This is an optimization exercise on Yosys and OpenROAD, whose aim is small area, a short achievable clock period and few clock cycles, not a production implementation.
Only simulation tests tie the RTL to the original design; equivalence was not proved.
Power figures rest on the tool's default switching activity, not on a simulated workload.

<file path="design/flow/flow/run.sh">
#!/bin/bash
# The standard layout, with every port buffered by a buf_1 (instead of the
# buffer buffer_ports picks by default) and a clock tree built without dummy
# loads. Each tool's full output is in orfs/logs/; make's output in make.log.
set -euo pipefail
export BUFFER_PORTS_ARGS="-buffer_cell sky130_fd_sc_hd__buf_1"
export CTS_ARGS="-sink_clustering_enable -repair_clock_nets -buf_list sky130_fd_sc_hd__clkbuf_4 -sink_clustering_size 8 -sink_clustering_max_diameter 35 -dont_use_dummy_load"
bash standard.sh > make.log 2>&1
</file>
<file path="design/flow/standard.sh">
#!/bin/bash
# synth_recipe.tcl (not shown) runs the flow's synth.tcl, then flattens the netlist and writes it again
# the make line also repeats each setting of config.mk as NAME=value (left out here)
make -C /OpenROAD-flow-scripts/flow DESIGN_CONFIG=/design/flow/config.mk WORK_HOME=/design/flow/orfs CLKGATE_MAP_FILE= SYNTH_SCRIPT=/design/flow/synth_recipe.tcl "${@:-finish}"
</file>
<file path="design/flow/config.mk">
export PLATFORM = sky130hd
export DESIGN_NAME = polyline_codec
export DESIGN_NICKNAME = polyline_codec
export VERILOG_FILES = /design/flow/design.v
export SDC_FILE = /design/flow/constraint.sdc
export NUM_CORES = 4
export LEC_CHECK = 0
export CAP_MARGIN = 20
export CORE_MARGIN = 2
export CORE_UTILIZATION = 40
export CTS_BUF_LIST = sky130_fd_sc_hd__clkbuf_4
export CTS_CLUSTER_DIAMETER = 35
export CTS_CLUSTER_SIZE = 8
export PLACE_DENSITY = 0.6
export SETUP_SLACK_MARGIN = 2.6
export SLEW_MARGIN = 20
</file>
<file path="design/flow/constraint.sdc">
create_clock -name core_clock -period 5.0 [get_ports {clk}]
set_input_delay 1.0000 -clock core_clock [delete_from_list [all_inputs] [get_ports {clk}]]
set_output_delay 1.0000 -clock core_clock [all_outputs]
set_load 0.01 [all_outputs]
</file>
<file path="design/flow/design.v">
module plenc (
    input  wire        clk,
    input  wire        rst,
    input  wire        in_valid,
    output wire        in_ready,
    input  wire [64:0] in_data,
    output wire        out_valid,
    input  wire        out_ready,
    output wire [8:0]  out_data
);
    function [31:0] fast_add(input [31:0] a, input [31:0] b, input cin);
        reg [31:0] p, g, pp, gg;
        integer l, i, j;
        begin
            p  = a ^ b;
            g  = a & b;
            gg = g;
            pp = p;
            gg[0] = g[0] | (p[0] & cin);
            for (l = 0; l < 5; l = l + 1)
                for (i = 0; i < 32; i = i + 1)
                    if ((i >> l) & 1) begin
                        j = ((i >> (l + 1)) << (l + 1)) + (1 << l) - 1;
                        gg[i] = gg[i] | (pp[i] & gg[j]);
                        pp[i] = pp[i] & pp[j];
                    end
            fast_add = p ^ {gg[30:0], cin};
        end
    endfunction
    reg [31:0] nprev_lat;   
    reg [31:0] nprev_lng;   
    reg [31:0] va;
    reg [31:0] vb;
    reg        st_lat;      
    reg        st_lng;      
    reg        tail_v;
    reg [4:0]  tail;        
    reg [1:0]  eos_n;       
    reg        ov;
    reg        oeos;
    reg [7:0]  obyte;
    reg        ir;
    wire        in_op  = in_data[64];
    wire [31:0] in_lat = in_data[63:32];
    wire [31:0] in_lng = in_data[31:0];
    wire [31:0] p_lat = in_lat ^ nprev_lat;
    wire [31:0] p_lng = in_lng ^ nprev_lng;
    wire [31:0] c_lat = carries(in_lat, nprev_lat, 1'b1);
    wire [31:0] c_lng = carries(in_lng, nprev_lng, 1'b1);
    wire [4:0] ch_a   = va[4:0] ^ {5{va[31]}};
    wire       cont_a = |(va[31:5] ^ {27{va[31]}});
    wire [4:0] ch_b   = vb[4:0] ^ {5{vb[31]}};
    wire       cont_b = |(vb[31:5] ^ {27{vb[31]}});
    wire       cont_b2 = |(vb[31:10] ^ {22{vb[31]}});    
    function [31:0] carries(input [31:0] a, input [31:0] b, input cin);
        reg [31:0] p, g, pp, gg;
        integer l, i, j;
        begin
            p  = a ^ b;
            g  = a & b;
            gg = g;
            pp = p;
            gg[0] = g[0] | (p[0] & cin);
            for (l = 0; l < 5; l = l + 1)
                for (i = 0; i < 32; i = i + 1)
                    if ((i >> l) & 1) begin
                        j = ((i >> (l + 1)) << (l + 1)) + (1 << l) - 1;
                        gg[i] = gg[i] | (pp[i] & gg[j]);
                        pp[i] = pp[i] & pp[j];
                    end
            carries = {gg[30:0], cin};
        end
    endfunction
    function [7:0] enc_byte(input cont, input [4:0] ch);
        enc_byte = 8'd63 + {2'b00, cont, ch};
    endfunction
    wire ofree = !ov || out_ready;
    wire take  = in_valid && ir;
    wire tp    = take && !in_op;
    wire [31:0] va_h  = ld_a ? {{5{va[31]}}, va[31:5]} : va;
    wire [31:0] vb_h  = ld_b ? {{5{vb[31]}}, vb[31:5]} : vb;
    wire [31:0] va_c0 = tp ? {p_lat[30:0], 1'b0}  : va_h;
    wire [31:0] va_c1 = tp ? {~p_lat[30:0], 1'b0} : va_h;
    wire [31:0] vb_c0 = tp ? {p_lng[30:0], 1'b0}  : vb_h;
    wire [31:0] vb_c1 = tp ? {~p_lng[30:0], 1'b0} : vb_h;
    wire [31:0] cs_lat = {c_lat[30:0], 1'b0};
    wire [31:0] cs_lng = {c_lng[30:0], 1'b0};
    wire [31:0] va_s  = (cs_lat & va_c1) | (~cs_lat & va_c0);
    wire [31:0] vb_s  = (cs_lng & vb_c1) | (~cs_lng & vb_c0);
    wire ld_tail = ofree && tail_v;
    wire ld_eos  = ofree && !tail_v && (eos_n != 2'd0);
    wire ld_a    = ofree && !tail_v && (eos_n == 2'd0) && st_lat;
    wire ld_b    = ofree && !tail_v && (eos_n == 2'd0) && !st_lat && st_lng;
    reg        st_lat_n, st_lng_n, tail_v_n, b_last_n;
    reg [1:0]  eos_n_n;
    always @(*) begin
        st_lat_n = st_lat;
        st_lng_n = st_lng;
        tail_v_n = tail_v && !ld_tail;
        b_last_n = !cont_b;
        eos_n_n  = eos_n - {1'b0, ld_eos};
        if (ld_a && !cont_a) begin
            st_lat_n = 1'b0;
            st_lng_n = 1'b1;
        end
        if (ld_b) begin
            if (!cont_b) st_lng_n = 1'b0;
            b_last_n = !cont_b2;
        end
        if (take) begin
            if (in_op) begin
                eos_n_n  = eos_n_n + 2'd1;
                st_lng_n = 1'b0;
                if (st_lng && !ld_b) tail_v_n = 1'b1;
            end else begin
                st_lat_n = 1'b1;
                st_lng_n = 1'b0;
                if (st_lng && !ld_b) tail_v_n = 1'b1;
            end
        end
    end
    assign in_ready  = ir;
    assign out_valid = ov;
    assign out_data  = {oeos, obyte};
    always @(posedge clk) begin
        if (rst) begin
            nprev_lat <= 32'hFFFFFFFF;
            nprev_lng <= 32'hFFFFFFFF;
            st_lat   <= 1'b0;
            st_lng   <= 1'b0;
            tail_v   <= 1'b0;
            eos_n    <= 2'd0;
            ov       <= 1'b0;
            ir       <= 1'b1;
        end else begin
            st_lat <= st_lat_n;
            st_lng <= st_lng_n;
            tail_v <= tail_v_n;
            eos_n  <= eos_n_n;
            ir     <= (eos_n_n != 2'd2) && !st_lat_n && (!st_lng_n || b_last_n);
            if (ofree) ov <= 1'b0;
            if (ld_tail) begin
                ov    <= 1'b1;
                oeos  <= 1'b0;
                obyte <= enc_byte(1'b0, tail);
            end
            if (ld_eos) begin
                ov    <= 1'b1;
                oeos  <= 1'b1;
                obyte <= 8'd0;
            end
            if (ld_a) begin
                ov    <= 1'b1;
                oeos  <= 1'b0;
                obyte <= enc_byte(cont_a, ch_a);
            end
            if (ld_b) begin
                ov    <= 1'b1;
                oeos  <= 1'b0;
                obyte <= enc_byte(cont_b, ch_b);
            end
            if (ld_a) va <= {{5{va[31]}}, va[31:5]};
            if (ld_b) vb <= {{5{vb[31]}}, vb[31:5]};
            if (tp) begin
                va <= {p_lat[30] ^ c_lat[30], 29'd0, ~p_lat[0], 1'b0};
                vb <= {p_lng[30] ^ c_lng[30], 29'd0, ~p_lng[0], 1'b0};
            end
            va[30:2] <= va_s[30:2];
            vb[30:2] <= vb_s[30:2];
            if (take) begin
                if (st_lng && !ld_b) tail <= ch_b;
                if (in_op) begin
                    nprev_lat <= 32'hFFFFFFFF;
                    nprev_lng <= 32'hFFFFFFFF;
                end else begin
                    nprev_lat <= ~in_lat;
                    nprev_lng <= ~in_lng;
                end
            end
        end
    end
endmodule
module pldec (
    input  wire        clk,
    input  wire        rst,
    input  wire        in_valid,
    output wire        in_ready,
    input  wire [8:0]  in_data,
    output wire        out_valid,
    input  wire        out_ready,
    output wire [65:0] out_data
);
    function [31:0] fast_add(input [31:0] a, input [31:0] b, input cin);
        reg [31:0] p, g, pp, gg;
        integer l, i, j;
        begin
            p  = a ^ b;
            g  = a & b;
            gg = g;
            pp = p;
            gg[0] = g[0] | (p[0] & cin);
            for (l = 0; l < 5; l = l + 1)
                for (i = 0; i < 32; i = i + 1)
                    if ((i >> l) & 1) begin
                        j = ((i >> (l + 1)) << (l + 1)) + (1 << l) - 1;
                        gg[i] = gg[i] | (pp[i] & gg[j]);
                        pp[i] = pp[i] & pp[j];
                    end
            fast_add = p ^ {gg[30:0], cin};
        end
    endfunction
    localparam [1:0] K_POINT = 2'd0, K_END = 2'd1, K_ERR = 2'd2;
    localparam [1:0] ES_IDLE = 2'd0, ES_CLR = 2'd1, ES_LOAD = 2'd2, ES_WAIT = 2'd3;
    reg [31:0] dreg;
    reg        s;
    reg [2:0]  k;
    reg        phase;       
    reg [31:0] cursor;
    reg        inc_q;       
    reg        clr_q;       
    reg        pend;        
    reg        pend_lng;    
    reg        end2;        
    reg [1:0]  endc;        
    reg [1:0]  es;          
    reg [31:0] A;
    reg [31:0] B;
    reg        ov;
    reg [1:0]  kind;
    reg        sk_v;
    reg [6:0]  sk;
    wire [6:0]  src    = sk_v ? sk : {in_data[8], in_data[5:0]};
    wire        src_v  = sk_v || in_valid;
    wire        in_eos = src[6];
    wire [5:0]  t      = src[5:0] ^ {&src[4:0], &src[3:0], &src[2:0], &src[1:0], src[0], 1'b1};
    wire [4:0]  c      = t[4:0];
    wire        cont   = t[5];
    wire [4:0]  cs     = c ^ {5{s}};
    wire ofree  = !ov || out_ready;
    wire do_end = ofree && (endc != 2'd0);
    wire ev_go  = ofree && (endc == 2'd0) && pend;
    wire blocked = (pend && !ev_go) || end2 || (es != ES_IDLE) || (endc == 2'd3);
    wire take   = src_v && !blocked;
    wire take_b = take && !in_eos;
    wire take_e = take && in_eos;
    wire err_clr  = (es == ES_CLR) && ofree && (endc == 2'd0) && !pend;
    wire err_ld   = (es == ES_LOAD);
    wire err_done = (es == ES_WAIT) && out_ready;
    function [31:0] carries(input [31:0] a, input [31:0] b);
        reg [31:0] p, g, pp, gg;
        integer l, i, j;
        begin
            p  = a ^ b;
            g  = a & b;
            gg = g;
            pp = p;
            for (l = 0; l < 5; l = l + 1)
                for (i = 0; i < 32; i = i + 1)
                    if ((i >> l) & 1) begin
                        j = ((i >> (l + 1)) << (l + 1)) + (1 << l) - 1;
                        gg[i] = gg[i] | (pp[i] & gg[j]);
                        pp[i] = pp[i] & pp[j];
                    end
            carries = {gg[30:0], 1'b0};
        end
    endfunction
    wire [31:0] psum = A ^ dreg;
    wire [31:0] csum = carries(A, dreg);
    wire        b_ld  = ev_go || err_ld;
    wire        b_clr = do_end || err_clr || err_done;
    wire [31:0] b_c0  = b_clr ? 32'd0 : (b_ld ? psum  : B);
    wire [31:0] b_c1  = b_clr ? 32'd0 : (b_ld ? ~psum : B);
    wire [31:0] b_n   = (csum & b_c1) | (~csum & b_c0);
    wire new_ev  = (take_b && !cont) || (take_e && phase);
    wire pend_n  = new_ev || (pend && !ev_go);
    wire end2_n  = (take_e && phase) || (end2 && !ev_go);
    wire [1:0] endc_n = endc - {1'b0, do_end}
                        + {1'b0, (take_e && !phase && k == 3'd0) || (ev_go && end2)};
    wire ov_n    = (ov && !ofree) || do_end || (ev_go && pend_lng) || err_ld
                   || (es == ES_WAIT && !out_ready);
    reg [1:0] es_n;
    always @(*) begin
        es_n = es;
        if (take_e && !phase && k != 3'd0) es_n = ES_CLR;
        if (err_clr)  es_n = ES_LOAD;
        if (err_ld)   es_n = ES_WAIT;
        if (err_done) es_n = ES_IDLE;
    end
    assign in_ready  = !sk_v;
    assign out_valid = ov;
    assign out_data  = {kind, A, B};
    always @(posedge clk) begin
        if (rst) begin
            k      <= 3'd0;
            phase  <= 1'b0;
            cursor <= 32'd0;
            inc_q  <= 1'b0;
            clr_q  <= 1'b0;
            pend   <= 1'b0;
            end2   <= 1'b0;
            endc   <= 2'd0;
            es     <= ES_IDLE;
            A      <= 32'd0;
            B      <= 32'd0;
            ov     <= 1'b0;
            sk_v   <= 1'b0;
        end else begin
            pend <= pend_n;
            end2 <= end2_n;
            endc <= endc_n;
            es   <= es_n;
            ov   <= ov_n;
            sk_v <= src_v && !take;
            if (!sk_v) sk <= {in_data[8], in_data[5:0]};
            B <= b_n;
            if (ev_go || err_ld) A <= B;
            if (err_ld) begin
                A    <= 32'd1;
                kind <= K_ERR;
            end
            if (ev_go && pend_lng) kind <= K_POINT;
            if (do_end || err_clr || err_done) A <= 32'd0;
            if (do_end) kind <= K_END;
            cursor <= clr_q ? 32'd0 : fast_add(cursor, 32'd0, inc_q);
            inc_q  <= take_b;
            clr_q  <= (take_e && (phase || k == 3'd0)) || err_clr;
            if (err_clr) dreg <= cursor;
            if (take_b) begin
                if (k == 3'd0) begin
                    s    <= c[0];
                    dreg <= {{28{c[0]}}, c[4:1] ^ {4{c[0]}}};
                end
                if (k == 3'd1) dreg[8:4]   <= cs;
                if (k == 3'd2) dreg[13:9]  <= cs;
                if (k == 3'd3) dreg[18:14] <= cs;
                if (k == 3'd4) dreg[23:19] <= cs;
                if (k == 3'd5) dreg[28:24] <= cs;
                if (k == 3'd6) dreg[31:29] <= {cs[1], cs[1], cs[0]};
                if (cont) begin
                    if (k != 3'd7) k <= k + 3'd1;
                end else begin
                    k        <= 3'd0;
                    phase    <= !phase;
                    pend_lng <= phase;
                end
            end
            if (take_e) begin
                k      <= 3'd0;
                phase  <= 1'b0;
                if (phase) begin
                    pend_lng <= 1'b1;
                    if (k == 3'd0) dreg <= 32'd0;
                end
            end
        end
    end
endmodule
module polyline_codec (
    input  wire        clk,
    input  wire        rst,
    input  wire        enc_in_valid,
    output wire        enc_in_ready,
    input  wire [64:0] enc_in_data,
    output wire        enc_out_valid,
    input  wire        enc_out_ready,
    output wire [8:0]  enc_out_data,
    input  wire        dec_in_valid,
    output wire        dec_in_ready,
    input  wire [8:0]  dec_in_data,
    output wire        dec_out_valid,
    input  wire        dec_out_ready,
    output wire [65:0] dec_out_data
);
    plenc u_enc (
        .clk(clk), .rst(rst),
        .in_valid(enc_in_valid), .in_ready(enc_in_ready), .in_data(enc_in_data),
        .out_valid(enc_out_valid), .out_ready(enc_out_ready), .out_data(enc_out_data)
    );
    pldec u_dec (
        .clk(clk), .rst(rst),
        .in_valid(dec_in_valid), .in_ready(dec_in_ready), .in_data(dec_in_data),
        .out_valid(dec_out_valid), .out_ready(dec_out_ready), .out_data(dec_out_data)
    );
endmodule
</file>
==> results of run 1 <==
routing by layer:
layer	track usage	up-vias	part of all wire
met5	0	-	0
met3	0.0489	110	0.048
met4	0.0767	0	0.034
met1	0.235	6846	0.43
li1	-	7291	-
met2	0.344	343	0.48
flip-flops by register name, summed over array words and instances (netlist names), 2 cells and up:
name / count
u_enc.nprev_lat: 31
u_dec.cursor: 32
u_dec.A: 32
u_dec.kind: 2
u_enc.vb: 32
u_dec.sk: 7
u_dec.k: 3
u_dec.es: 2
u_dec.dreg: 32
u_dec.B: 32
u_enc.nprev_lng: 31
u_enc.obyte: 7
u_enc.va: 32
u_enc.tail: 5
u_dec.endc: 2
u_enc.eos_n: 2
layout make-up:
| cell class | instances | area (um2) |
|---|---|---|
| Multi-Input combinational cell | 1478 | 10500 |
| Fill cell | 3859 | 20500 |
| Antenna cell | 3 | 7.51 |
| Inverter | 49 | 188 |
| Clock buffer | 71 | 533 |
| Sequential cell | 299 | 7240 |
| Tap cell | 532 | 666 |
| Timing Repair Buffer | 247 | 1420 |
final timing paths:
kind	endpoint	slack (ns)	cells past startpoint
setup / recovery	u_enc.va[30]$_DFFE_PN_	2.19	12
hold / removal	u_enc.nprev_lng[11]$_SDFFE_PP1P_	0.42	2
setup reg to reg	u_enc.va[30]$_DFFE_PN_	2.23	11
hold reg to reg	u_dec.A[29]$_SDFFE_PP0N_	0.47	2
cell usage in the layout (no fill, tap or decap), types with 10 or more instances in the layout:
cell      count
and3_1       17
ha_4         39
o21ai_2      10
nand3_1      28
mux2i_1      27
nand4_1      21
clkbuf_4     71
dfxtp_2      38
dfxtp_1     140
a211oi_1     22
buf_6        16
xor2_1       51
nand2_1     297
buf_1       114
o21a_1       10
buf_2        19
or3_1        14
edfxtp_1    120
nor3_1       35
nand2b_1     12
a21o_1       20
nor2_1      191
o21ai_0      34
nor4_1       14
a21oi_2      34
inv_1        44
clkbuf_2     19
ha_1         68
a211oi_2     12
and2_1       13
a21oi_1     183
a31oi_1      43
buf_4        76
o21bai_1     10
xnor2_1      67
o21ai_1      17
what timing repair did:
item / CTS / global route
pin swaps: 65 / 49
buffers inserted: 50 / 27
hold endpoints to repair: 0 / 0
endpoints found under the setup margin: 230 / 157
resized for setup: 126 / 109
cloned: 2 / 0
report_power, final:
group | switching, mW | internal (mW)
Combinational | 1.40 | 1.05
Clock | 0.912 | 0.645
Sequential | 0.267 | 2.95
through the flow:
stage,util,cells
2_1_floorplan,-,1910
3_3_place_gp,0.451,2526
3_5_place_dp,0.451,2526
4_1_cts,0.487,2649
5_1_grt,0.501,2679
6_report,0.501,2679
logic make-up after synthesis:
family,synth area share
and+or+nand+nor,0.191
AOI/OAI and AO/OA,0.172
DFF,0.431
buffers and inverters,0.0311
xor gates and xnor gates,0.0699
adders and majority gates,0.0841
muxes,0.0202
other,0.000225
worst max-delay path, stage by stage:
cell and delay, ns:
buf_1 0.16, ha_4 0.23, nor2b_4 0.13, o21ai_4 0.15
a31o_4 0.19, a21oi_4 0.06, or2_4 0.25, a221o_2 0.35
a221o_1 0.40, buf_4 0.17, mux2i_1 0.15, nor2_1 0.07
==> impl_metrics.csv, run 1 <==
group,metric,value,unit
clocking,clock-root-buffer,"clkbuf_4",
synth,yosys-top-cells-area,"edfxtp_1, dfxtp_1, ha_1",
drt,antenna_violating_nets_post_route,0,
clocking,clk_latency,0.77,ns
worst_setup_path,worstPathRequired,5.51,ns
timing,relSlewSlack,0.390,
die,floorplan.initialDensity,0.406,
worst_hold_path,hold_path_class,"in2reg",
global_routing,grt_max_degree,68,
clocking,ctsHtreeMaxLevel,3,
synth,synthesis.area_per_instance,8.72,um2
die,core_area,0.0410,mm2
worst_setup_path,worstReg2RegStart,"u_enc.nprev_lat[13]$_SDFFE_PP1P_",
timing,worst_slack,2.19,ns
drt,initial_drt_markers,893,
die,fp.dieW,208,um
die,fp.dieArea,0.0433,mm2
synth,dominantRegCellSynth,"dfxtp_1",
layout,post_route_cells_drive_above_1_share,0.219,
worst_setup_path,crit_path_class,"in2reg",
timing,worst_clock_skew,0.0601,ns
global_routing,global_route.usage.total,0.198,
die,floorplan.io_pins,159,
global_routing,grt_remaining_overflow,0,
timing,finalHoldWorstSlack,0.421,ns
drt,detail_route.vias_per_cell,5.45,
die,die_y,208,um
timing,slew_at_the_pin_with_the_worst_max_slew_slack,0.914,ns
drt,drt_pass1_iterations,5,
clocking,clock_tree.buffer_depth,3,
clocking,cts_sinks,299,
synth,synth.top_cell.area_share,0.216,
layout,final_cell_area,0.0206,mm2
timing,report.final.hold_viol_count,0,
timing,finalWorstPathRequiredPeriod,2.81,ns
layout,syn2layout_area_growth,23.3,%
synth,synthDistinctLibCells,67,
run_status,result_of_the_run,"timing/DRC/antenna clean",
global_routing,first_pass_grt_wire_length,70.5,mm
placed_design,placedInstanceArea,0.0185,mm2
power,power.density,351,mW/mm2
drt,num_vias,14600,
placed_design,post-dp-hpwl,30.0,mm
timing,timing.final.max_slew_violations,0,
placed_design,placement.setup.worst_slack,1.10,ns
synth,yosysTopAreaCell,"edfxtp_1",
synth,post_synth_most_frequent_cells,"nand2_1, a21oi_1, nor2_1",
synth,syn-instance-count,1910,
synth,synth_most_common_cell,"nand2_1",
synth,register_area_share_after_synthesis,0.431,
power,max-vdd-ir-drop,0.162,mV
worst_setup_path,arr_time_crit_path,3.32,ns
worst_hold_path,worst_hold_startpoint,"enc_in_data[11]",
timing,finalSetupViolations,0,
worst_setup_path,critical_path_peak_fanout,4,
timing,setup_repair_after_global_routing_missed_its_margin,"yes",
die,num_rows,74,
synth,ys_seq_elements,299,
power,post-layout-total-power,7.22,mW
global_routing,first_global_vias,14100,
clocking,clock_buffers_created_by_tritoncts,71,
synth,ys_async_sr_fraction,0,
drt,drc_errors,0,
global_routing,number_of_antenna_violations_at_the_first_check_in_global_routing,3,
run,cap_viol_max_count,0,
clocking,cts_hold_repair.buffers,0,
layout,final_nets,2338,
placed_design,globalplace.congestion,0.886,
clocking,clk_transition_reported_paths,0.06,ns
synth,syn-cell-area,0.0167,mm2
timing,timing.setup.tns,0,ns
synth,yosysWarningCount,2,
synth,synthesis.nets,2102,
power,total_leakage_power,7.66,nW
synth,synth_enable_flop_cells,120,
worst_setup_path,setup.worst_path.start_class,"primary input",
worst_setup_path,crit_start,"enc_in_data[33]",
timing,layout_worst_path_cycle_share,0.561,
worst_setup_path,endpoint_kind,"flop",
clocking,cts_tree,"built",
drt,detail_route.wirelength,43.9,mm
placed_design,portBuffers,153,
timing,fmax,356,MHz
drt,drt-wirelength-per-cell,16.4,um
Testbench counts, summed over its fixed seeds: cycles 31,934.
==> inputs of run 2 (changes only) <==
--- a/design/flow/config.mk
+++ b/design/flow/config.mk
@@ -12,5 +12,5 @@
 export CTS_CLUSTER_DIAMETER = 35
 export CTS_CLUSTER_SIZE = 8
 export PLACE_DENSITY = 0.6
-export SETUP_SLACK_MARGIN = 2.6
+export SETUP_SLACK_MARGIN = 2.3
 export SLEW_MARGIN = 20
==> impl_metrics.csv, run 2 <==
group,metric,value,unit
drt,detail_route.wirelength,43.2,mm
worst_hold_path,hold_path_class,"in2reg",
clocking,cts_tree,"built",
die,floorplan.initialDensity,0.406,
drt,dr_wl_met3,2.40,mm
global_routing,grt_max_degree,67,
clocking,clock_tree.buffer_depth,3,
placed_design,placedInstanceArea,0.0183,mm2
die,floorplan.io_pins,159,
synth,yosys-top-cells-area,"edfxtp_1, dfxtp_1, ha_1",
run,cap_viol_max_count,0,
drt,topRoutingLayerUsed,"met5",
timing,report.final.hold_viol_count,0,
power,max-vdd-ir-drop,0.179,mV
drt,routed-wl-met2,20.5,mm
synth,synth_most_common_cell,"nand2_1",
timing,setup_repair_after_global_routing_missed_its_margin,"yes",
timing,slew_at_the_pin_with_the_worst_max_slew_slack,0.905,ns
timing,timing.final.max_slew_violations,0,
layout,final.fill_count,4068,
clocking,clock-root-buffer,"clkbuf_4",
drt,drt_pass1_iterations,7,
placed_design,globalplace.congestion,0.856,
layout,post_route_cells_drive_above_1_share,0.128,
layout,final_nets,2287,
clocking,cts_sinks,299,
layout,mostFrequentLayoutCells,"nand2_1, a21oi_1, nor2_1",
drt,detail_route.vias_per_cell,5.47,
synth,syn-instance-count,1910,
global_routing,grt_remaining_overflow,0,
layout,syn2layout_area_growth,16.1,%
synth,yosysWarningCount,2,
timing,finalWorstPathRequiredPeriod,2.76,ns
drt,drt-wirelength-per-cell,16.5,um
drt,num_vias,14400,
synth,dominantRegCellSynth,"dfxtp_1",
placed_design,post-dp-hpwl,30.2,mm
layout,most_common_cell_after_layout_fill_and_taps_aside,"nand2_1",
worst_hold_path,worst_hold_path.num_cells,2,
worst_setup_path,worstReg2RegStart,"u_enc.nprev_lat[1]$_SDFFE_PP1P_",
global_routing,first_pass_grt_wire_length,69.8,mm
worst_setup_path,crit_path_max_incr_delay,0.41,ns
worst_setup_path,cp_slowest_cell,"a221o_1",
worst_setup_path,r2r_setup_slack,2.26,ns
worst_setup_path,arr_time_crit_path,3.28,ns
worst_hold_path,worst_hold_startpoint,"enc_in_data[33]",
synth,synth.top_cell.area_share,0.216,
synth,syn-cell-area,0.0167,mm2
clocking,clk_transition_reported_paths,0.09,ns
synth,synthesis.area_per_instance,8.72,um2
placed_design,portBuffers,153,
timing,layout_worst_path_cycle_share,0.551,
power,total_leakage_power,7.13,nW
timing,timing.setup.tns,0,ns
die,core_area,0.0410,mm2
die,num_rows,74,
synth,ys_async_sr_fraction,0,
synth,yosysTopAreaCell,"edfxtp_1",
die,fp.dieArea,0.0433,mm2
drt,initial_drt_markers,814,
drt,drc_errors,0,
drt,antenna_violating_nets_post_route,0,
die,die_y,208,um
synth,ys_seq_elements,299,
drt,met1_length,19.2,mm
clocking,clock_buffers_created_by_tritoncts,74,
layout,post-route-util,0.472,
clocking,clk_latency,0.78,ns
synth,synthDistinctLibCells,67,
worst_setup_path,critical_path_peak_fanout,4,
worst_setup_path,endpoint_kind,"flop",
worst_setup_path,crit_path_class,"in2reg",
timing,finalSetupViolations,0,
worst_setup_path,timing.rr.end,"u_enc.va[30]$_DFFE_PN_",
clocking,ctsHtreeMaxLevel,3,
global_routing,number_of_antenna_violations_at_the_first_check_in_global_routing,4,
worst_setup_path,worstSetupPathDepth,12,
worst_hold_path,min_delay_worst_endpoint,"u_enc.nprev_lat[1]$_SDFFE_PP1P_",
worst_setup_path,cp_top_family,"compound AO/OA/AOI/OAI gates",
worst_setup_path,worstPathCellList,"clkbuf_2 > ha_4 > nor2b_4 > o21ai_4 > a31o_4 > a21oi_4 > or2_4 > a221o_2 > a221o_1 > buf_4 > mux2i_1 > nor2_1",
synth,synthesis.nets,2102,
clocking,cts_hold_repair.buffers,0,
layout,seq_area,0.00720,mm2
worst_setup_path,setup.worst_path.start_class,"primary input",
worst_setup_path,worstRegToRegCells,11,
worst_setup_path,worstPathRequired,5.52,ns
global_routing,global_route.usage.total,0.196,
power,post-layout-total-power,7.00,mW
layout,multi_input_area,0.00984,mm2
worst_setup_path,crit_start,"enc_in_data[33]",
timing,worst_clock_skew,0.0702,ns
synth,synth_enable_flop_cells,120,
timing,fmax,363,MHz
synth,register_area_share_after_synthesis,0.431,
run_status,result_of_the_run,"timing/DRC/antenna clean",
worst_setup_path,critPathBufInv,2,
die,fp.dieW,208,um
synth,post_synth_most_frequent_cells,"nand2_1, a21oi_1, nor2_1",
global_routing,first_global_vias,13800,
timing,relSlewSlack,0.395,
layout,final_cell_area,0.0193,mm2
power,power.density,362,mW/mm2
[run 2: worst reg2reg max path: cells and delay by family, from the launching register on]
family	cells	cell delay, ns
compound gates	5	1.17
mux	1	0.14
flops	1	0.36
buf+inv	1	0.17
fa+ha+maj	1	0.20
simple gates	3	0.45
[run 2: repair_timing]
action / CTS / global route
pin swaps: 12 / 32
buffers inserted: 13 / 12
hold endpoints to repair: 0 / 0
setup endpoints to repair: 67 / 61
cloned: 0 / 1
gates resized for setup: 22 / 49
[run 2: layout make-up]
cell class | count | area share
multi-input cells | 1477 | 0.509
inverters | 49 | 0.00970
well taps | 532 | 0.0344
repair buffers | 194 | 0.0461
clock buffers | 74 | 0.0287
diodes | 2 | 0.000259
flip-flops and latches | 299 | 0.372
[run 2: power by group]
group | switching [mW] | total (mW) | internal [mW] | leakage, nW
logic | 1.30 | 2.18 | 0.882 | 4.19
clock network | 0.937 | 1.61 | 0.670 | 0.340
registers | 0.265 | 3.21 | 2.94 | 2.61
total | 2.50 | 7.00 | 4.50 | 7.13
[run 2: worst max path at each step]
stage                                             endpoint  slack [ns]
after CTS                           u_enc.va[30]$_DFFE_PN_        2.27
after floorplan           u_enc.nprev_lat[10]$_SDFFE_PP1P_        1.58
final                               u_enc.va[30]$_DFFE_PN_        2.24
after global placement              u_enc.va[31]$_DFFE_PP_        1.16
after global routing                u_enc.va[30]$_DFFE_PN_        2.13
after detailed placement            u_enc.va[31]$_DFFE_PP_        1.14
[run 2: kinds of logic after synthesis]
group,share of synthesized area
xor gates and xnor gates,0.0699
AOI/OAI and AO/OA,0.172
muxes,0.0202
other,0.000225
buffers and inverters,0.0311
adders and majority gates,0.0841
and+or+nand+nor,0.191
DFF,0.431
[run 2: metal layers]
layer  global-route usage  up-vias
met3               0.0507       89
met4               0.0707        4
met2                0.333      331
met1                0.240     6753
met5                    0        -
li1                     -     7180
[run 2: metrics by stage]
stage / worst slack [ns] / hold WS, ns / std cells
after floorplan: 1.58 / 0.436 / 1910
after global placement: 1.16 / 0.443 / 2525
after detailed placement: 1.14 / 0.455 / 2525
after CTS: 2.27 / 0.351 / 2612
after global routing: 2.13 / 0.396 / 2626
final: 2.24 / 0.426 / 2627
==> inputs of run 3 (changes only) <==
--- a/design/flow/design.v
+++ b/design/flow/design.v
@@ -228,6 +228,7 @@
     reg        ov;
     reg [1:0]  kind;
     reg        sk_v;
+    reg        ir;          
     reg [6:0]  sk;
     wire [6:0]  src    = sk_v ? sk : {in_data[8], in_data[5:0]};
     wire        src_v  = sk_v || in_valid;
@@ -286,7 +287,7 @@
         if (err_ld)   es_n = ES_WAIT;
         if (err_done) es_n = ES_IDLE;
     end
-    assign in_ready  = !sk_v;
+    assign in_ready  = ir;
     assign out_valid = ov;
     assign out_data  = {kind, A, B};
     always @(posedge clk) begin
@@ -304,6 +305,7 @@
             B      <= 32'd0;
             ov     <= 1'b0;
             sk_v   <= 1'b0;
+            ir     <= 1'b1;
         end else begin
             pend <= pend_n;
             end2 <= end2_n;
@@ -311,6 +313,7 @@
             es   <= es_n;
             ov   <= ov_n;
             sk_v <= src_v && !take;
+            ir   <= !(src_v && !take);
             if (!sk_v) sk <= {in_data[8], in_data[5:0]};
             B <= b_n;
             if (ev_go || err_ld) A <= B;
--- a/design/flow/config.mk
+++ b/design/flow/config.mk
@@ -12,5 +12,5 @@
 export CTS_CLUSTER_DIAMETER = 35
 export CTS_CLUSTER_SIZE = 8
 export PLACE_DENSITY = 0.6
-export SETUP_SLACK_MARGIN = 2.3
+export SETUP_SLACK_MARGIN = 2.4
 export SLEW_MARGIN = 20
==> impl_metrics.csv, run 3 <==
group,metric,value,unit
clocking,ctsHtreeMaxLevel,3,
global_routing,grt_max_degree,88,
synth,post_synth_most_frequent_cells,"nand2_1, a21oi_1, nor2_1",
synth,synth.top_cell.area_share,0.217,
timing,report.final.hold_viol_count,0,
worst_setup_path,critical_path_peak_fanout,3,
timing,setup_repair_after_global_routing_missed_its_margin,"yes",
worst_setup_path,critPathBufInv,2,
die,fp.dieW,208,um
synth,synth_enable_flop_cells,120,
timing,slew_at_the_pin_with_the_worst_max_slew_slack,1.04,ns
die,floorplan.io_pins,159,
drt,drt_pass1_iterations,5,
clocking,clk_latency,0.75,ns
clocking,clk_transition_reported_paths,0.06,ns
die,num_rows,74,
worst_setup_path,worstPathRequired,5.46,ns
drt,antenna_violating_nets_post_route,0,
worst_setup_path,cp_top_family,"compound AO/OA/AOI/OAI gates",
global_routing,grt_remaining_overflow,0,
drt,detail_route.vias_per_cell,5.40,
global_routing,number_of_antenna_violations_at_the_first_check_in_global_routing,2,
global_routing,first_global_vias,13500,
synth,register_area_share_after_synthesis,0.434,
synth,yosysTopAreaCell,"dfxtp_1",
layout,mostFrequentLayoutCells,"nand2_1, nor2_1, a21oi_1",
clocking,clock-root-buffer,"clkbuf_4",
synth,yosysWarningCount,2,
timing,finalWorstPathRequiredPeriod,2.75,ns
die,floorplan.initialDensity,0.406,
timing,worst_clock_skew,0.0815,ns
placed_design,globalplace.congestion,0.829,
synth,syn-cell-area,0.0166,mm2
clocking,clock_buffers_created_by_tritoncts,69,
synth,ys_async_sr_fraction,0,
synth,synthDistinctLibCells,75,
placed_design,placedInstanceArea,0.0181,mm2
drt,drc_errors,0,
layout,final_nets,2242,
drt,drt-wirelength-per-cell,16.1,um
power,power.density,356,mW/mm2
synth,synthesis.nets,2030,
synth,ys_seq_elements,300,
clocking,clock_tree.buffer_depth,3,
worst_setup_path,setup.worst_path.start_class,"primary input",
power,total_leakage_power,7.44,nW
timing,relSlewSlack,0.307,
worst_setup_path,cp_slowest_cell,"o2111a_2",
layout,final.fill_count,4004,
timing,finalSetupViolations,0,
die,core_area,0.0409,mm2
timing,timing.final.max_slew_violations,0,
worst_hold_path,hold_path_class,"in2reg",
die,die_y,208,um
die,fp.dieArea,0.0432,mm2
synth,dominantRegCellSynth,"dfxtp_1",
layout,instances_no_fill,2582,
drt,detail_route.wirelength,41.6,mm
synth,yosys-top-cells-area,"dfxtp_1, edfxtp_1, ha_1",
worst_setup_path,endpoint_kind,"flop",
run,cap_viol_max_count,0,
placed_design,post-dp-hpwl,28.8,mm
synth,syn-instance-count,1838,
layout,syn2layout_area_growth,17.6,%
layout,post_route_cells_drive_above_1_share,0.153,
drt,num_vias,13900,
synth,synth_most_common_cell,"nand2_1",
run_status,result_of_the_run,"timing/DRC/antenna clean",
layout,most_common_cell_after_layout_fill_and_taps_aside,"nand2_1",
power,max-vdd-ir-drop,0.170,mV
synth,synthesis.area_per_instance,9.04,um2
timing,layout_worst_path_cycle_share,0.550,
global_routing,global_route.usage.total,0.186,
placed_design,numPlacedInstances,2458,
clocking,cts_tree,"built",
global_routing,first_pass_grt_wire_length,67.1,mm
placed_design,portBuffers,153,
worst_setup_path,crit_path_max_incr_delay,0.28,ns
worst_setup_path,crit_path_class,"in2reg",
worst_setup_path,arr_time_crit_path,3.21,ns
timing,fmax,364,MHz
timing,timing.setup.tns,0,ns
drt,initial_drt_markers,739,
worst_setup_path,worstPathCellList,"buf_8 > ha_4 > nor2b_4 > o2111a_2 > nor4b_4 > o21bai_4 > a31oi_4 > buf_6 > o211a_4 > o21ai_2 > a31oi_2 > o21bai_1 > xnor2_1",
clocking,cts_sinks,300,
power,post-layout-total-power,6.95,mW
layout,final_cell_area,0.0195,mm2
## run 3: cell count changes after synthesis, moves of 8 or more
cell      before  now
a221oi_1       4   16
a22o_1         1   10
a311oi_1       9    0
and3_1        22   14
inv_1         49   38
mux2i_1       28   42
nand2_1      301  261
nand3_1       34   26
nor3_1        41   32
xnor2_1       79   71
xor2_1        54   75
## run 3: repair_timing
item                       4_1_cts  5_1_grt
setup endpoints to repair       70       96
pin swaps                       38       61
buffers inserted                27       25
cloned                           0        1
resized for setup               33       72
hold buffers                     0        0
## run 3: through the flow
stage / hold slack, ns / worst slack, ns / utilization
2_1_floorplan: 0.447 / 1.57 / -
3_3_place_gp: 0.456 / 1.28 / 0.443
3_5_place_dp: 0.465 / 1.23 / 0.443
4_1_cts: 0.393 / 2.22 / 0.464
5_1_grt: 0.422 / 2.14 / 0.477
6_report: 0.462 / 2.25 / 0.477
## run 3: logic make-up (layout without fill, tap and decap cells)
| family | count (synthesis) | in the layout | synth area share |
|---|---|---|---|
| buf+inv | 122 | 331 | 0.0297 |
| compound gates | 464 | 464 | 0.170 |
| simple gates | 644 | 645 | 0.175 |
| fa+ha+maj | 112 | 112 | 0.0843 |
| other cells | 1 | 3 | 0.000226 |
| flops | 300 | 300 | 0.434 |
| xor+xnor | 146 | 146 | 0.0770 |
| mux | 49 | 49 | 0.0300 |
## run 3: power by group
part           leakage (nW)  total, mW  switching, mW  internal (mW)
clock network         0.317       1.52          0.890          0.628
registers              2.62       3.22          0.273           2.95
logic                  4.50       2.21           1.28          0.928
## run 3: final cells by class
type | count | area [um2] | share of cell area
Clock buffer | 69 | 518 | 0.0265
Timing Repair Buffer | 224 | 1180 | 0.0606
Multi-Input combinational cell | 1417 | 9800 | 0.502
Sequential cell | 300 | 7220 | 0.369
Antenna cell | 2 | 5.00 | 0.000256
Inverter | 38 | 146 | 0.00749
Tap cell | 532 | 666 | 0.0341
## run 3: final timing paths
| path | slack [ns] | depth (start not counted) | end | from |
|---|---|---|---|---|
| min | 0.46 | 2 | u_enc.nprev_lng[1]$_SDFFE_PP1P_ | enc_in_data[1] |
| max | 2.25 | 13 | u_enc.va[31]$_DFFE_PP_ | enc_in_data[33] |
| max reg2reg | 2.25 | 11 | u_dec.B[23]$_SDFF_PP0_ | u_dec.dreg[1]$_DFFE_PN_ |
| min reg2reg | 0.47 | 2 | u_dec.B[13]$_SDFF_PP0_ | u_dec.B[13]$_SDFF_PP0_ |
## run 3: per-layer routing
metal  up-vias  share of wire  track usage  wire (um)
met1      6563           0.45        0.233      18600
met4         2          0.023       0.0651        968
li1       6987              -            -          -
met3        77          0.046       0.0392       1910
met5         -        0.00031            0         13
met2       308           0.48        0.318      20100
Testbench counts of run 3, summed over its fixed seeds: cycles 31,934.
==> inputs of run 4 (changes only) <==
--- a/design/flow/config.mk
+++ b/design/flow/config.mk
@@ -12,5 +12,5 @@
 export CTS_CLUSTER_DIAMETER = 35
 export CTS_CLUSTER_SIZE = 8
 export PLACE_DENSITY = 0.6
-export SETUP_SLACK_MARGIN = 2.4
+export SETUP_SLACK_MARGIN = 2.2
 export SLEW_MARGIN = 20
==> impl_metrics.csv, run 4 <==
group,metric,value,unit
synth,syn-instance-count,1838,
power,max-vdd-ir-drop,0.182,mV
run,cap_viol_max_count,0,
power,p_int,4.40,mW
clocking,clk_latency,0.75,ns
global_routing,grt_max_degree,88,
synth,synth_most_common_cell,"nand2_1",
power,pwr-share-clk,0.221,
die,fp.dieArea,0.0432,mm2
timing,slew_at_the_pin_with_the_worst_max_slew_slack,1.01,ns
drt,num_vias,13900,
power,comb_pwr_share,0.305,
timing,worst_clock_skew,0.0781,ns
drt,dr_wl_met3,2.00,mm
layout,instances_no_fill,2558,
drt,topRoutingLayerUsed,"met4",
timing,finalSetupViolations,0,
die,fp.dieW,208,um
drt,antenna_violating_nets_post_route,0,
worst_setup_path,setup.worst_path.start_class,"primary input",
run_status,result_of_the_run,"timing/DRC/antenna clean",
layout,final_cell_area,0.0190,mm2
synth,yosysTopAreaCell,"dfxtp_1",
power,power.sequential.fraction,0.474,
drt,drc_errors,0,
layout,syn2layout_area_growth,14.2,%
global_routing,number_of_antenna_violations_at_the_first_check_in_global_routing,2,
synth,synthDistinctLibCells,75,
drt,detail_route.vias_per_cell,5.42,
drt,routed-wl-met2,19.6,mm
layout,post_route_cells_drive_above_1_share,0.117,
clocking,cts_tree,"built",
die,core_area,0.0409,mm2
global_routing,global_route.usage.total,0.187,
power,total_leakage_power,7.22,nW
worst_setup_path,worstReg2RegStart,"u_enc.nprev_lat[1]$_SDFFE_PP1P_",
timing,timing.setup.tns,0,ns
timing,finalWorstPathRequiredPeriod,2.86,ns
clocking,clk_transition_reported_paths,0.08,ns
die,num_rows,74,
timing,report.final.hold_viol_count,0,
timing,layout_worst_path_cycle_share,0.572,
worst_setup_path,worstPathRequired,5.43,ns
worst_setup_path,worstPathCellList,"clkbuf_2 > ha_4 > nor2b_4 > o2111a_2 > nor4b_4 > o21bai_4 > a31oi_4 > buf_4 > o21bai_1 > a21oi_2 > o21bai_1 > xnor2_1 > o21ai_1",
drt,drt_pass1_iterations,5,
worst_setup_path,crit_path_max_incr_delay,0.33,ns
placed_design,placedInstanceArea,0.0179,mm2
synth,register_area_share_after_synthesis,0.434,
layout,final_nets,2217,
placed_design,numPlacedInstances,2454,
placed_design,portBuffers,153,
clocking,clock-root-buffer,"clkbuf_4",
worst_setup_path,r2r_setup_slack,2.20,ns
worst_setup_path,critical_path_peak_fanout,3,
worst_hold_path,worst_hold_startpoint,"u_dec.B[8]$_SDFF_PP0_",
timing,fmax,350,MHz
synth,dominantRegCellSynth,"dfxtp_1",
worst_setup_path,arr_time_crit_path,3.28,ns
synth,ys_async_sr_fraction,0,
die,floorplan.io_pins,159,
drt,drt-wirelength-per-cell,16.1,um
synth,synth_enable_flop_cells,120,
synth,post_synth_most_frequent_cells,"nand2_1, a21oi_1, nor2_1",
layout,mostFrequentLayoutCells,"nand2_1, nor2_1, a21oi_1",
clocking,cts_sinks,300,
clocking,clock_tree.buffer_depth,3,
drt,detail_route.wirelength,41.1,mm
die,floorplan.initialDensity,0.406,
power,power.net_switching,2.40,mW
timing,setup_repair_after_global_routing_missed_its_margin,"yes",
synth,syn-cell-area,0.0166,mm2
global_routing,grt_remaining_overflow,0,
layout,most_common_cell_after_layout_fill_and_taps_aside,"nand2_1",
timing,relSlewSlack,0.329,
die,die_y,208,um
timing,timing.final.max_slew_violations,0,
worst_setup_path,crit_path_class,"in2reg",
worst_hold_path,hold_path_class,"reg2reg",
global_routing,first_pass_grt_wire_length,66.9,mm
synth,yosysWarningCount,2,
drt,met1_length,18.6,mm
clocking,cts_hold_repair.buffers,0,
clocking,clock_buffers_created_by_tritoncts,67,
placed_design,post-dp-hpwl,28.8,mm
worst_setup_path,endpoint_kind,"flop",
synth,synthesis.area_per_instance,9.04,um2
synth,ys_seq_elements,300,
worst_setup_path,crit_path_frequent_cell,"o21bai_1",
synth,synthesis.nets,2030,
worst_setup_path,crit_start,"enc_in_data[33]",
power,power.share.switching,0.353,
timing,finalHoldWorstSlack,0.453,ns
clocking,ctsHtreeMaxLevel,3,
worst_setup_path,cp_slowest_cell,"nor4b_4",
synth,synth.top_cell.area_share,0.217,
power,power.density,359,mW/mm2
global_routing,first_global_vias,13500,
placed_design,globalplace.congestion,0.818,
synth,yosys-top-cells-area,"dfxtp_1, edfxtp_1, ha_1",
drt,initial_drt_markers,854,
run 4: per-stage QoR:
step | power (mW) | setup slack, ns | util
detailed placement | 5.24 | 1.22 | 0.437
floorplan | 4.71 | 1.57 | -
global route | 7.28 | 2.02 | 0.463
finish | 6.81 | 2.14 | 0.463
CTS | 6.83 | 2.21 | 0.455
global placement | 5.20 | 1.29 | 0.437
run 4: repair_timing:
action,4_1_cts,5_1_grt
resized for setup,18,38
pin swaps,12,29
gates cloned,1,0
endpoints found under the setup margin,61,81
buffers inserted,11,22
run 4: final cells by class:
class                      count  area (um2)
antenna                        3        7.51
clock buffer                  67         503
fill                        4049       22000
inverter                      38         146
multi-input combinational   1417        9480
sequential                   300        7210
tap                          532         666
timing repair buffer         201         953
run 4: critical path, delay by kind of cell:
kind	cells	cell delay (ns)
AOI/OAI and AO/OA	7	1.12
buffers and inverters	2	0.27
adders and majority gates	1	0.25
xor gates and xnor gates	1	0.19
and+or+nand+nor	2	0.45
run 4: worst paths after layout:
kind | to | cells after the start
worst max-delay path | u_enc.va[20]$_DFFE_PN_ | 13
worst min-delay path | u_dec.A[8]$_SDFFE_PP0N_ | 2
worst max register to register | u_enc.va[20]$_DFFE_PN_ | 12
worst min register to register | u_dec.A[8]$_SDFFE_PP0N_ | 2
run 4: cells by family (layout without fill, tap and decap cells):
group / Yosys count / after routing / share of synthesized area
compound gates: 464 / 464 / 0.170
xor+xnor: 146 / 146 / 0.0770
fa+ha+maj: 112 / 112 / 0.0843
buf+inv: 122 / 306 / 0.0297
flops: 300 / 300 / 0.434
mux: 49 / 49 / 0.0300
other cells: 1 / 4 / 0.000226
simple gates: 644 / 645 / 0.175
run 4: layer usage:
| layer | global-route usage | vias up |
|---|---|---|
| met2 | 0.319 | 297 |
| met1 | 0.234 | 6563 |
| met4 | 0.0614 | 0 |
| met5 | 0 | - |
| met3 | 0.0430 | 70 |
| li1 | - | 6938 |
run 4: power by group through the flow:
stage	combinational, mW	clock, mW	sequential, mW
floorplan	1.52	0	3.19
global placement	1.93	0	3.26
detailed placement	1.97	0	3.27
CTS	2.02	1.58	3.22
global route	2.34	1.68	3.26
finish	2.08	1.50	3.22
==> inputs of run 5 (changes only) <==
--- a/design/flow/config.mk
+++ b/design/flow/config.mk
@@ -7,10 +7,10 @@
 export LEC_CHECK = 0
 export CAP_MARGIN = 20
 export CORE_MARGIN = 2
-export CORE_UTILIZATION = 40
+export CORE_UTILIZATION = 70
 export CTS_BUF_LIST = sky130_fd_sc_hd__clkbuf_4
 export CTS_CLUSTER_DIAMETER = 35
 export CTS_CLUSTER_SIZE = 8
-export PLACE_DENSITY = 0.6
-export SETUP_SLACK_MARGIN = 2.2
+export PLACE_DENSITY = 0.8
+export SETUP_SLACK_MARGIN = 2.5
 export SLEW_MARGIN = 20
==> impl_metrics.csv, run 5 <==
group,metric,value,unit
die,fp.dieW,158,um
timing,setup_repair_after_global_routing_missed_its_margin,"yes",
synth,yosysTopAreaCell,"dfxtp_1",
synth,post_synth_most_frequent_cells,"nand2_1, a21oi_1, nor2_1",
worst_setup_path,setup.worst_path.start_class,"flop",
timing,finalSetupViolations,0,
timing,slew_at_the_pin_with_the_worst_max_slew_slack,1.13,ns
clocking,clk_latency,0.70,ns
clocking,cts_tree,"built",
worst_setup_path,worstPathRequired,5.56,ns
synth,register_area_share_after_synthesis,0.434,
die,floorplan.initialDensity,0.710,
timing,report.final.hold_viol_count,0,
timing,timing.setup.tns,0,ns
power,power.density,349,mW/mm2
power,total_leakage_power,7.70,nW
synth,synthDistinctLibCells,75,
synth,yosys-top-cells-area,"dfxtp_1, edfxtp_1, ha_1",
die,num_rows,56,
clocking,clk_transition_reported_paths,0.08,ns
power,max-vdd-ir-drop,0.260,mV
drt,detail_route.vias_per_cell,6.22,
clocking,clock-root-buffer,"clkbuf_4",
timing,finalWorstPathRequiredPeriod,2.94,ns
drt,drt-wirelength-per-cell,18.0,um
die,fp.dieArea,0.0250,mm2
synth,synth_most_common_cell,"nand2_1",
layout,post-route-util,0.851,
drt,drc_errors,0,
synth,synth.top_cell.area_share,0.217,
synth,yosysWarningCount,2,
drt,num_vias,14900,
timing,layout_worst_path_cycle_share,0.587,
clocking,clock_tree.buffer_depth,3,
drt,detail_route.wirelength,43.1,mm
worst_setup_path,crit_path_class,"reg2reg",
global_routing,grt_max_degree,88,
placed_design,portBuffers,153,
drt,drt_pass1_iterations,6,
run_status,result_of_the_run,"timing/DRC/antenna clean",
placed_design,post-dp-hpwl,27.5,mm
layout,final_nets,2267,
synth,ys_seq_elements,300,
worst_setup_path,r2r_setup_slack,2.06,ns
run,cap_viol_max_count,0,
clocking,clock_buffers_created_by_tritoncts,51,
synth,synthesis.area_per_instance,9.04,um2
layout,final_cell_area,0.0199,mm2
worst_setup_path,endpoint_kind,"flop",
global_routing,first_pass_grt_wire_length,65.5,mm
layout,syn2layout_area_growth,19.9,%
power,post-layout-total-power,6.96,mW
placed_design,globalplace.congestion,0.879,
synth,synth_enable_flop_cells,120,
clocking,ctsHtreeMaxLevel,2,
drt,antenna_violating_nets_post_route,0,
synth,ys_async_sr_fraction,0,
placed_design,placement.setup.worst_slack,1.22,ns
placed_design,placedInstanceArea,0.0180,mm2
drt,initial_drt_markers,1372,
timing,timing.final.max_slew_violations,0,
timing,fmax,341,MHz
global_routing,first_global_vias,13800,
clocking,cts_sinks,300,
worst_setup_path,critical_path_peak_fanout,4,
synth,syn-cell-area,0.0166,mm2
timing,worst_slack,2.06,ns
layout,post_route_cells_drive_above_1_share,0.188,
placed_design,numPlacedInstances,2243,
layout,most_common_cell_after_layout_fill_and_taps_aside,"nand2_1",
timing,worst_clock_skew,0.0998,ns
synth,syn-instance-count,1838,
worst_hold_path,hold_path_class,"reg2reg",
die,core_area,0.0234,mm2
synth,synthesis.nets,2030,
synth,dominantRegCellSynth,"dfxtp_1",
layout,mostFrequentLayoutCells,"nand2_1, nor2_1, a21oi_1",
die,floorplan.io_pins,159,
die,die_y,158,um
global_routing,global_route.usage.total,0.321,
layout,instances_no_fill,2393,
timing,relSlewSlack,0.242,
timing,finalHoldWorstSlack,0.464,ns
worst_setup_path,arr_time_crit_path,3.49,ns
global_routing,number_of_antenna_violations_at_the_first_check_in_global_routing,1,
global_routing,grt_remaining_overflow,0,
[run 5: cell families (layout without fill, tap and decap cells)]
family,Yosys count,after routing,synth area share
simple gates,644,645,0.175
compound gates,464,464,0.170
flops,300,300,0.434
xor+xnor,146,146,0.0770
buf+inv,122,356,0.0297
fa+ha+maj,112,112,0.0843
mux,49,49,0.0300
other cells,1,2,0.000226
[run 5: timing repair]
item                       CTS  global route
setup endpoints to repair   98           101
buffers inserted            53            44
hold buffers                 0             0
pin swaps                   82            63
resized for setup           97            78
gates cloned                 1             0
[run 5: cell type report]
type	instances	area (um2)
tap	319	399
inverter	38	146
timing repair buffer	267	1610
fill	1340	3480
multi-input combinational	1417	10200
clock buffer	51	383
sequential	300	7220
antenna	1	2.50
[run 5: per-layer routing]
| layer | part of all wire | track usage | routed length (um) |
|---|---|---|---|
| met1 | 0.39 | 0.382 | 17000 |
| met2 | 0.51 | 0.579 | 21800 |
| met3 | 0.055 | 0.0435 | 2370 |
| met4 | 0.045 | 0.140 | 1930 |
| met5 | 0 | 0 | 0 |
[run 5: power by group]
group	leakage (nW)	internal [mW]	switching [mW]
Clock	0.235	0.466	0.817
Combinational	4.84	1.04	1.40
Sequential	2.62	2.95	0.281
[run 5: critical path, stage by stage, from the launching register on]
cell and delay (ns):
edfxtp_1 0.44, ha_4 0.28, a211oi_4 0.27, nor2_4 0.09, a2111oi_4 0.41, nor4_4 0.09
or2_1 0.27, a31o_1 0.26, a21bo_1 0.24, a21oi_2 0.17, xnor2_1 0.08, a22o_1 0.20
[run 5: final timing paths]
kind,endpoint,depth (start not counted),from
max,u_dec.B[23]$_SDFF_PP0_,11,u_dec.dreg[1]$_DFFE_PN_
min,u_dec.A[1]$_SDFFE_PP0N_,2,u_dec.B[1]$_SDFF_PP0_
max reg2reg,u_dec.B[23]$_SDFF_PP0_,11,u_dec.dreg[1]$_DFFE_PN_
min reg2reg,u_dec.A[1]$_SDFFE_PP0N_,2,u_dec.B[1]$_SDFF_PP0_
==> inputs of run 6 (changes only) <==
--- a/design/flow/config.mk
+++ b/design/flow/config.mk
@@ -7,10 +7,10 @@
 export LEC_CHECK = 0
 export CAP_MARGIN = 20
 export CORE_MARGIN = 2
-export CORE_UTILIZATION = 70
+export CORE_UTILIZATION = 50
 export CTS_BUF_LIST = sky130_fd_sc_hd__clkbuf_4
 export CTS_CLUSTER_DIAMETER = 35
 export CTS_CLUSTER_SIZE = 8
-export PLACE_DENSITY = 0.8
-export SETUP_SLACK_MARGIN = 2.5
+export PLACE_DENSITY = 0.65
+export SETUP_SLACK_MARGIN = 2.4
 export SLEW_MARGIN = 20
==> impl_metrics.csv, run 6 <==
group,metric,value,unit
global_routing,number_of_antenna_violations_at_the_first_check_in_global_routing,1,
worst_setup_path,critical_path_peak_fanout,4,
clocking,clock_buffers_created_by_tritoncts,61,
clocking,cts_sinks,300,
layout,mostFrequentLayoutCells,"nand2_1, nor2_1, a21oi_1",
die,num_rows,66,
die,core_area,0.0326,mm2
timing,report.final.hold_viol_count,0,
drt,num_vias,13900,
drt,drt_pass1_iterations,6,
die,die_y,186,um
synth,synth_most_common_cell,"nand2_1",
synth,yosysWarningCount,2,
synth,ys_async_sr_fraction,0,
clocking,clk_transition_reported_paths,0.08,ns
synth,ys_seq_elements,300,
worst_setup_path,worstRegToRegCells,12,
timing,timing.final.max_slew_violations,0,
timing,relSlewSlack,0.401,
clocking,clock-root-buffer,"clkbuf_4",
power,power.sequential.fraction,0.472,
synth,synthesis.nets,2030,
global_routing,global_route.usage.total,0.230,
layout,most_common_cell_after_layout_fill_and_taps_aside,"nand2_1",
global_routing,grt_max_degree,88,
worst_hold_path,worst_hold_path.num_cells,2,
synth,synthesis.area_per_instance,9.04,um2
power,pwr-share-clk,0.207,
timing,fmax,363,MHz
run_status,result_of_the_run,"timing/DRC/antenna clean",
worst_setup_path,arr_time_crit_path,3.39,ns
timing,slew_at_the_pin_with_the_worst_max_slew_slack,0.899,ns
synth,syn-cell-area,0.0166,mm2
global_routing,first_global_vias,13500,
power,p_int,4.42,mW
drt,detail_route.wirelength,40.4,mm
layout,syn2layout_area_growth,17.1,%
synth,yosys-top-cells-area,"dfxtp_1, edfxtp_1, ha_1",
layout,multi_input_area,0.00990,mm2
timing,worst_clock_skew,0.0505,ns
run,cap_viol_max_count,0,
drt,antenna_violating_nets_post_route,0,
drt,drc_errors,0,
placed_design,post-dp-hpwl,27.7,mm
die,floorplan.initialDensity,0.509,
drt,detail_route.vias_per_cell,5.58,
worst_setup_path,worstPathRequired,5.64,ns
power,max-vdd-ir-drop,0.155,mV
layout,seq_area,0.00722,mm2
clocking,cts_tree,"built",
clocking,ctsHtreeMaxLevel,2,
synth,post_synth_most_frequent_cells,"nand2_1, a21oi_1, nor2_1",
power,power.net_switching,2.41,mW
power,comb_pwr_share,0.321,
layout,final_nets,2238,
timing,setup_repair_after_global_routing_missed_its_margin,"yes",
synth,yosysTopAreaCell,"dfxtp_1",
synth,synth_enable_flop_cells,120,
clocking,clock_tree.buffer_depth,3,
placed_design,portBuffers,153,
worst_setup_path,crit_path_class,"reg2reg",
worst_setup_path,endpoint_kind,"flop",
timing,finalWorstPathRequiredPeriod,2.76,ns
die,floorplan.io_pins,159,
clocking,clk_latency,0.78,ns
worst_setup_path,setup.worst_path.start_class,"flop",
synth,synth.top_cell.area_share,0.217,
global_routing,grt_remaining_overflow,0,
timing,finalHoldWorstSlack,0.416,ns
global_routing,first_pass_grt_wire_length,65.1,mm
timing,timing.setup.tns,0,ns
power,post-layout-total-power,6.83,mW
timing,layout_worst_path_cycle_share,0.551,
power,total_leakage_power,7.39,nW
power,power.density,351,mW/mm2
synth,register_area_share_after_synthesis,0.434,
placed_design,globalplace.congestion,0.862,
power,power.share.switching,0.353,
synth,synthDistinctLibCells,75,
timing,finalSetupViolations,0,
layout,final.fill_count,2960,
layout,post_route_cells_drive_above_1_share,0.152,
die,fp.dieArea,0.0347,mm2
drt,initial_drt_markers,594,
die,fp.dieW,186,um
worst_hold_path,hold_path_class,"in2reg",
drt,drt-wirelength-per-cell,16.2,um
synth,syn-instance-count,1838,
clocking,cts_hold_repair.buffers,0,
synth,dominantRegCellSynth,"dfxtp_1",
## run 6: metal layers
| metal | part of all wire | vias to the layer above | wire [um] | GRT usage |
|---|---|---|---|---|
| met1 | 0.43 | 6498 | 17400 | 0.278 |
| li1 | - | 6964 | - | - |
| met5 | 0 | - | 0 | 0 |
| met2 | 0.49 | 332 | 19900 | 0.410 |
| met4 | 0.029 | 0 | 1190 | 0.0904 |
| met3 | 0.046 | 86 | 1870 | 0.0341 |
## run 6: repair_timing
item | in CTS | in global routing
cloned | 1 | 0
hold endpoints to repair | 0 | 0
pin swaps | 35 | 58
resized for setup | 34 | 66
buffers inserted | 27 | 31
setup endpoints to repair | 70 | 153
## run 6: metrics by stage
step / worst slack, ns / cells / instance area [um2] / util
after floorplan: 1.57 / 1838 / 17100 / -
after global placement: 1.28 / 2366 / 18000 / 0.551
after detailed placement: 1.32 / 2366 / 18000 / 0.551
after CTS: 2.27 / 2455 / 18800 / 0.577
after global routing: 2.14 / 2487 / 19400 / 0.596
final: 2.24 / 2487 / 19400 / 0.596
## run 6: worst paths after layout
kind	startpoint	endpoint	slack, ns
max	u_dec.dreg[5]$_DFFE_PN_	u_dec.B[31]$_SDFF_PP0_	2.24
min	enc_in_data[6]	u_enc.nprev_lng[6]$_SDFFE_PP1P_	0.42
max reg2reg	u_dec.dreg[5]$_DFFE_PN_	u_dec.B[31]$_SDFF_PP0_	2.24
min reg2reg	u_dec.B[14]$_SDFF_PP0_	u_dec.A[14]$_SDFFE_PP0N_	0.43
## run 6: power groups by stage
| stage | clock network (mW) | logic (mW) | registers [mW] |
|---|---|---|---|
| global route | 1.57 | 2.45 | 3.27 |
| CTS | 1.48 | 2.08 | 3.21 |
| floorplan | 0 | 1.57 | 3.19 |
| global placement | 0 | 1.97 | 3.25 |
| detailed placement | 0 | 2.02 | 3.26 |
| finish | 1.41 | 2.19 | 3.23 |
## run 6: logic make-up (layout without fill, tap and decap cells)
logic type,count (synthesis),count (layout),share of synthesized area
and+or+nand+nor,644,645,0.175
AOI/OAI and AO/OA,464,464,0.170
DFF,300,300,0.434
xor gates and xnor gates,146,146,0.0770
buffers and inverters,122,327,0.0297
adders and majority gates,112,112,0.0843
muxes,49,49,0.0300
other,1,2,0.000226
## run 6: worst max-delay path, stage by stage (launching register included)
cell	delay, ns
edfxtp_1	0.43
ha_4	0.32
o21ai_0	0.10
nor2_2	0.23
a2111oi_4	0.08
nor4_4	0.22
buf_4	0.18
o21ai_4	0.06
a211o_1	0.34
a21oi_4	0.22
a21o_1	0.21
mux2i_1	0.20
nor3_1	0.06
## run 6: layout make-up
| class | instances | share of cell area |
|---|---|---|
| Antenna cell | 1 | 0.000129 |
| Clock buffer | 61 | 0.0235 |
| Inverter | 38 | 0.00753 |
| Multi-Input combinational cell | 1417 | 0.509 |
| Sequential cell | 300 | 0.371 |
| Tap cell | 442 | 0.0284 |
| Timing Repair Buffer | 228 | 0.0603 |
==> inputs of run 7 (changes only) <==
--- a/design/flow/config.mk
+++ b/design/flow/config.mk
@@ -7,10 +7,10 @@
 export LEC_CHECK = 0
 export CAP_MARGIN = 20
 export CORE_MARGIN = 2
-export CORE_UTILIZATION = 50
+export CORE_UTILIZATION = 60
 export CTS_BUF_LIST = sky130_fd_sc_hd__clkbuf_4
 export CTS_CLUSTER_DIAMETER = 35
 export CTS_CLUSTER_SIZE = 8
-export PLACE_DENSITY = 0.65
+export PLACE_DENSITY = 0.72
 export SETUP_SLACK_MARGIN = 2.4
 export SLEW_MARGIN = 20
==> impl_metrics.csv, run 7 <==
group,metric,value,unit
drt,detail_route.vias_per_cell,5.84,
worst_setup_path,crit_path_class,"in2reg",
placed_design,post-dp-hpwl,27.0,mm
die,fp.dieW,170,um
timing,finalHoldWorstSlack,0.452,ns
timing,timing.final.max_slew_violations,0,
die,fp.dieArea,0.0290,mm2
layout,final.fill_count,2155,
worst_setup_path,critical_path_peak_fanout,3,
layout,post-route-util,0.713,
global_routing,grt_remaining_overflow,0,
timing,timing.setup.tns,0,ns
worst_setup_path,setup.worst_path.start_class,"primary input",
worst_hold_path,worst_hold_path.num_cells,2,
timing,report.final.hold_viol_count,0,
worst_setup_path,crit_path_frequent_cell,"a21o_1",
clocking,clock_buffers_created_by_tritoncts,55,
synth,synthDistinctLibCells,75,
power,comb_pwr_share,0.327,
global_routing,first_pass_grt_wire_length,63.2,mm
die,floorplan.io_pins,159,
layout,most_common_cell_after_layout_fill_and_taps_aside,"nand2_1",
drt,initial_drt_markers,925,
synth,synthesis.nets,2030,
timing,finalWorstPathRequiredPeriod,2.73,ns
drt,drt-wirelength-per-cell,16.4,um
timing,relSlewSlack,0.377,
synth,syn-cell-area,0.0166,mm2
worst_setup_path,arr_time_crit_path,3.14,ns
power,total_leakage_power,7.35,nW
power,pwr-share-clk,0.197,
placed_design,numPlacedInstances,2295,
layout,final_cell_area,0.0193,mm2
worst_setup_path,worstPathRequired,5.41,ns
timing,slew_at_the_pin_with_the_worst_max_slew_slack,0.935,ns
drt,drc_errors,0,
synth,dominantRegCellSynth,"dfxtp_1",
timing,fmax,367,MHz
synth,yosysWarningCount,2,
synth,register_area_share_after_synthesis,0.434,
power,p_int,4.38,mW
run,cap_viol_max_count,0,
global_routing,number_of_antenna_violations_at_the_first_check_in_global_routing,1,
run_status,result_of_the_run,"timing/DRC/antenna clean",
clocking,cts_sinks,300,
worst_setup_path,cp_slowest_cell,"o31ai_4",
placed_design,portBuffers,153,
clocking,ctsHtreeMaxLevel,2,
power,max-vdd-ir-drop,0.249,mV
clocking,clock_tree.buffer_depth,3,
timing,setup_repair_after_global_routing_missed_its_margin,"yes",
synth,syn-instance-count,1838,
clocking,clock-root-buffer,"clkbuf_4",
worst_setup_path,worstPathCellList,"clkbuf_2 > inv_1 > ha_2 > nor2b_4 > o31ai_4 > a211oi_4 > o21ai_2 > a21o_1 > a21oi_2 > a21o_1 > a31oi_2 > xor2_1 > a21oi_1",
synth,yosysTopAreaCell,"dfxtp_1",
clocking,cts_tree,"built",
power,power.density,351,mW/mm2
power,power.sequential.fraction,0.476,
layout,instances_no_fill,2404,
synth,synthesis.area_per_instance,9.04,um2
global_routing,grt_max_degree,88,
layout,syn2layout_area_growth,16.3,%
placed_design,globalplace.congestion,0.862,
worst_hold_path,hold_path_class,"in2reg",
layout,final_nets,2225,
worst_setup_path,worstRegToRegCells,11,
drt,antenna_violating_nets_post_route,0,
layout,post_route_cells_drive_above_1_share,0.150,
layout,mostFrequentLayoutCells,"nand2_1, nor2_1, a21oi_1",
synth,ys_seq_elements,300,
power,power.net_switching,2.40,mW
[run 7: final cells by class]
cell class                      count  area [um2]  share of cell area
Antenna cell                        1        2.50            0.000130
Clock buffer                       55         413              0.0214
Inverter                           38         146             0.00758
Multi-Input combinational cell   1417        9920               0.513
Sequential cell                   300        7220               0.373
Tap cell                          372         465              0.0241
Timing Repair Buffer              221        1160              0.0601
[run 7: worst paths after layout]
path / to / slack (ns) / start
max: u_enc.vb[27]$_DFFE_PN_ / 2.27 / enc_in_data[0]
min: u_enc.nprev_lat[1]$_SDFFE_PP1P_ / 0.45 / enc_in_data[33]
max reg2reg: u_dec.B[23]$_SDFF_PP0_ / 2.28 / u_dec.dreg[1]$_DFFE_PN_
min reg2reg: u_dec.A[31]$_SDFFE_PP0N_ / 0.46 / u_dec.B[31]$_SDFF_PP0_
[run 7: kinds of logic (layout without fill, tap and decap cells)]
logic type / after synthesis / after routing / share of synthesized area
flops: 300 / 300 / 0.434
simple gates: 644 / 645 / 0.175
other cells: 1 / 2 / 0.000226
xor+xnor: 146 / 146 / 0.0770
fa+ha+maj: 112 / 112 / 0.0843
buf+inv: 122 / 314 / 0.0297
compound gates: 464 / 464 / 0.170
mux: 49 / 49 / 0.0300
[run 7: metal layers]
layer	global-route usage	vias up	wire (um)	part of all wire
met5	0	-	0	0
met4	0.108	0	1290	0.033
met3	0.0344	97	1750	0.044
met2	0.465	396	19700	0.50
met1	0.328	6604	16800	0.43
li1	-	6945	-	-
[run 7: power by group through the flow]
| stage | Sequential (mW) | Clock (mW) | Combinational [mW] |
|---|---|---|---|
| floorplan | 3.19 | 0 | 1.57 |
| global placement | 3.25 | 0 | 1.95 |
| detailed placement | 3.26 | 0 | 2.02 |
| CTS | 3.21 | 1.37 | 2.07 |
| global route | 3.26 | 1.46 | 2.46 |
| finish | 3.23 | 1.33 | 2.22 |
[run 7: critical path, delay by kind of cell]
kind                     cells  cell delay, ns
AO/OA/AOI/OAI                8            1.44
adder cells (fa/ha/maj)      1            0.23
XOR/XNOR                     1            0.20
buffers and inverters        2            0.19
AND/OR/NAND/NOR              1            0.06
[run 7: what timing repair did]
action                     in CTS  in global routing
hold buffers                    0                  0
resized for setup              32                 91
setup buffers                  18                 33
gates cloned                    1                  0
setup endpoints to repair      76                 56
pin swaps                      35                 67
[run 7: stage by stage]
step	total power, mW	worst slack [ns]
final	6.78	2.27
after global routing	7.18	2.17
after CTS	6.65	2.25
after detailed placement	5.28	1.32
after global placement	5.21	1.34
after floorplan	4.76	1.57

Re-timed with assumed drivers on the ports (clkbuf_16 on the clock, buf_2 on other inputs), run 7 has 2.278 ns of setup slack against 2.272 ns with ideal ports, and 1.548 ns once port delays also move by the mid clock arrival of 0.738 ns.
